What follows belongs to an exercise in optimizing a design on an open flow for small area; a production flow would make more cautious choices.
Only simulation tests tie the RTL to the original design; equivalence was not proved.
Power is estimated from default activity; no workload was simulated.

Design osdp_frame_core, start of the top module:
module osdp_frame_core (
    input  wire        clk,
    input  wire        rst,             
    input  wire        rx_valid,
    input  wire [7:0]  rx_data,
    input  wire        rx_error,
    output wire        rx_ready,
    output wire        buf_we,
    output wire [10:0] buf_addr,
    output wire [7:0]  buf_wdata,
    output reg  [7:0]  addr,
    output reg  [15:0] len,
    output reg  [7:0]  ctrl,
    output reg  [7:0]  cmd,
    output reg  [15:0] trailer,
    output wire        crc_mode,
    output reg         valid,
    output wire        poll_ack,
    output wire        frame_ready,
    output wire [2:0]  status,
    output reg         mcause,
    output reg         frame_done,
    output reg         malformed,
    output reg         transport_fault
);
export LEC_CHECK = 0
export CAP_MARGIN = 20
export CORE_MARGIN = 2
export CORE_UTILIZATION = 40
export SLEW_MARGIN = 20
create_clock -name core_clock -period 5.0 [get_ports {clk}]
standard.sh (not shown) runs the stock make flow with config.mk's settings and CLKGATE_MAP_FILE= SYNTH_SCRIPT=/design/flow/synth_recipe.tcl, a recipe that flattens the netlist after the stock synthesis.
==> flow/flow/run.sh <==
#!/bin/bash
set -euo pipefail
export BUFFER_PORTS_ARGS="-buffer_cell sky130_fd_sc_hd__buf_1"
export CTS_ARGS="-sink_clustering_enable -repair_clock_nets -sink_clustering_size 50 -sink_clustering_max_diameter 200 -buf_list sky130_fd_sc_hd__clkbuf_8 -dont_use_dummy_load"
export RECOVER_POWER=100
bash standard.sh > standard_flow.log 2>&1
The starting point completed without violations.
Change:
==> flow/flow/run.sh (replaced) <==
#!/bin/bash
set -euo pipefail
export BUFFER_PORTS_ARGS="-buffer_cell sky130_fd_sc_hd__buf_1"
export CTS_ARGS="-sink_clustering_enable -repair_clock_nets -sink_clustering_size 50 -buf_list sky130_fd_sc_hd__clkbuf_16 -dont_use_dummy_load"
bash standard.sh > standard_flow.log 2>&1
=> The changed run went through all stages and came out clean; count of clock-buffer cells in the layout does not change; synthesized area stays the same; power came out higher by 12%; first-iteration DRC count came out lower by about 0.37%; core utilization came out higher by 1.2 points; synthesized cell count is unchanged; final area came out higher by about 2.6%; flip-flop and latch count is unchanged; global-route usage is about the same.
Change:
==> flow/flow/run.sh (replaced) <==
#!/bin/bash
set -euo pipefail
export BUFFER_PORTS_ARGS="-buffer_cell sky130_fd_sc_hd__buf_1"
export CTS_ARGS="-sink_clustering_enable -repair_clock_nets -sink_clustering_size 25 -buf_list sky130_fd_sc_hd__clkbuf_8 -dont_use_dummy_load"
export RECOVER_POWER=100
bash standard.sh > standard_flow.log 2>&1
Synthesized area is unchanged.
Total power falls by 10%.
Die area stays the same.
Final area decreases by 2.5%.
Change:
--- a/flow/flow/run.sh
+++ b/flow/flow/run.sh
@@ -1,3 +1,10 @@
 #!/bin/bash
+# The standard ORFS layout (standard.sh, standard synthesis unchanged) with
+# three layout settings passed through the environment:
+#  * buffer_ports puts the smallest buffer (buf_1) on each input and output port;
+#  * clock tree built from clkbuf_8 cells, without dummy loads;
+#  * after global routing, non-critical cells are downsized (RECOVER_POWER).
+# The whole make run's output is kept in standard_flow.log; ORFS keeps each
+# step's log under orfs/logs/.
 set -euo pipefail
 export BUFFER_PORTS_ARGS="-buffer_cell sky130_fd_sc_hd__buf_1"
- ABC_AREA: not set -> 1
Result: The new run finished with timing, DRC and antenna clean; routed wire length went up by 6.6%; clock skew went up by 0.0060 ns; worst setup slack is worse by 0.11 ns; count of clock-buffer cells in the layout stays the same; total power went up by 0.31%; sequential cell count stays the same; combinational power went down by about 3%; area after synthesis went up by 2.3%; maximum frequency went down by 2.7%.
Change:
==> flow/flow/run.sh (replaced) <==
#!/bin/bash
set -euo pipefail
export BUFFER_PORTS_ARGS="-buffer_cell sky130_fd_sc_hd__buf_1"
export CTS_ARGS="-repair_clock_nets -buf_list sky130_fd_sc_hd__clkbuf_8 -dont_use_dummy_load"
export RECOVER_POWER=100
bash standard.sh > standard_flow.log 2>&1
- ABC_AREA: 1 -> not set
After rerunning: Synthesized cell count decreases by about 19%; combinational power increases by about 3%; global-route usage decreases by 1.5 points; wire length decreases by 6.2%; clock power decreases by about 2%; count of clock-buffer cells in the layout stays the same; non-clock buffer count increases by 2.

==> afterwards: timing with drivers on the ports <==
The results above use ideal ports. As a check the final layouts listed here were re-extracted and re-timed, cells and wires unchanged. Step 1 sets driving cells, clkbuf_16 on the clock port and buf_2 on the other inputs (assumed; they add their load-dependent delay and slew). Step 2, shift: input delay + t, output delay - t, t = (earliest + latest rising clock arrival at the registers) / 2. This alone moves slack from input paths to output paths. a / b / c = ideal / step 1 / step 2; a / b = the first two.
| run | t, ns | setup slack, ns | slew at the worst register clock pin (ns) | pins driven straight from the clock port |
|---|---|---|---|---|
| the first run | 0.386 | 1.097 / 1.094 / 0.726 | 0.10 / 0.10 | 1 |
| the second run | 0.375 | 1.297 / 1.297 / 1.297 | 0.07 / 0.07 | 1 |
| the third run | 0.386 | 1.097 / 1.094 / 0.726 | 0.10 / 0.10 | 1 |
| the fourth run | 0.409 | 0.989 / 0.966 / 0.706 | 0.11 / 0.11 | 1 |
| the fifth run | 0.386 | 1.097 / 1.094 / 0.726 | 0.10 / 0.10 | 1 |
After both steps setup and hold are still met in every run listed.
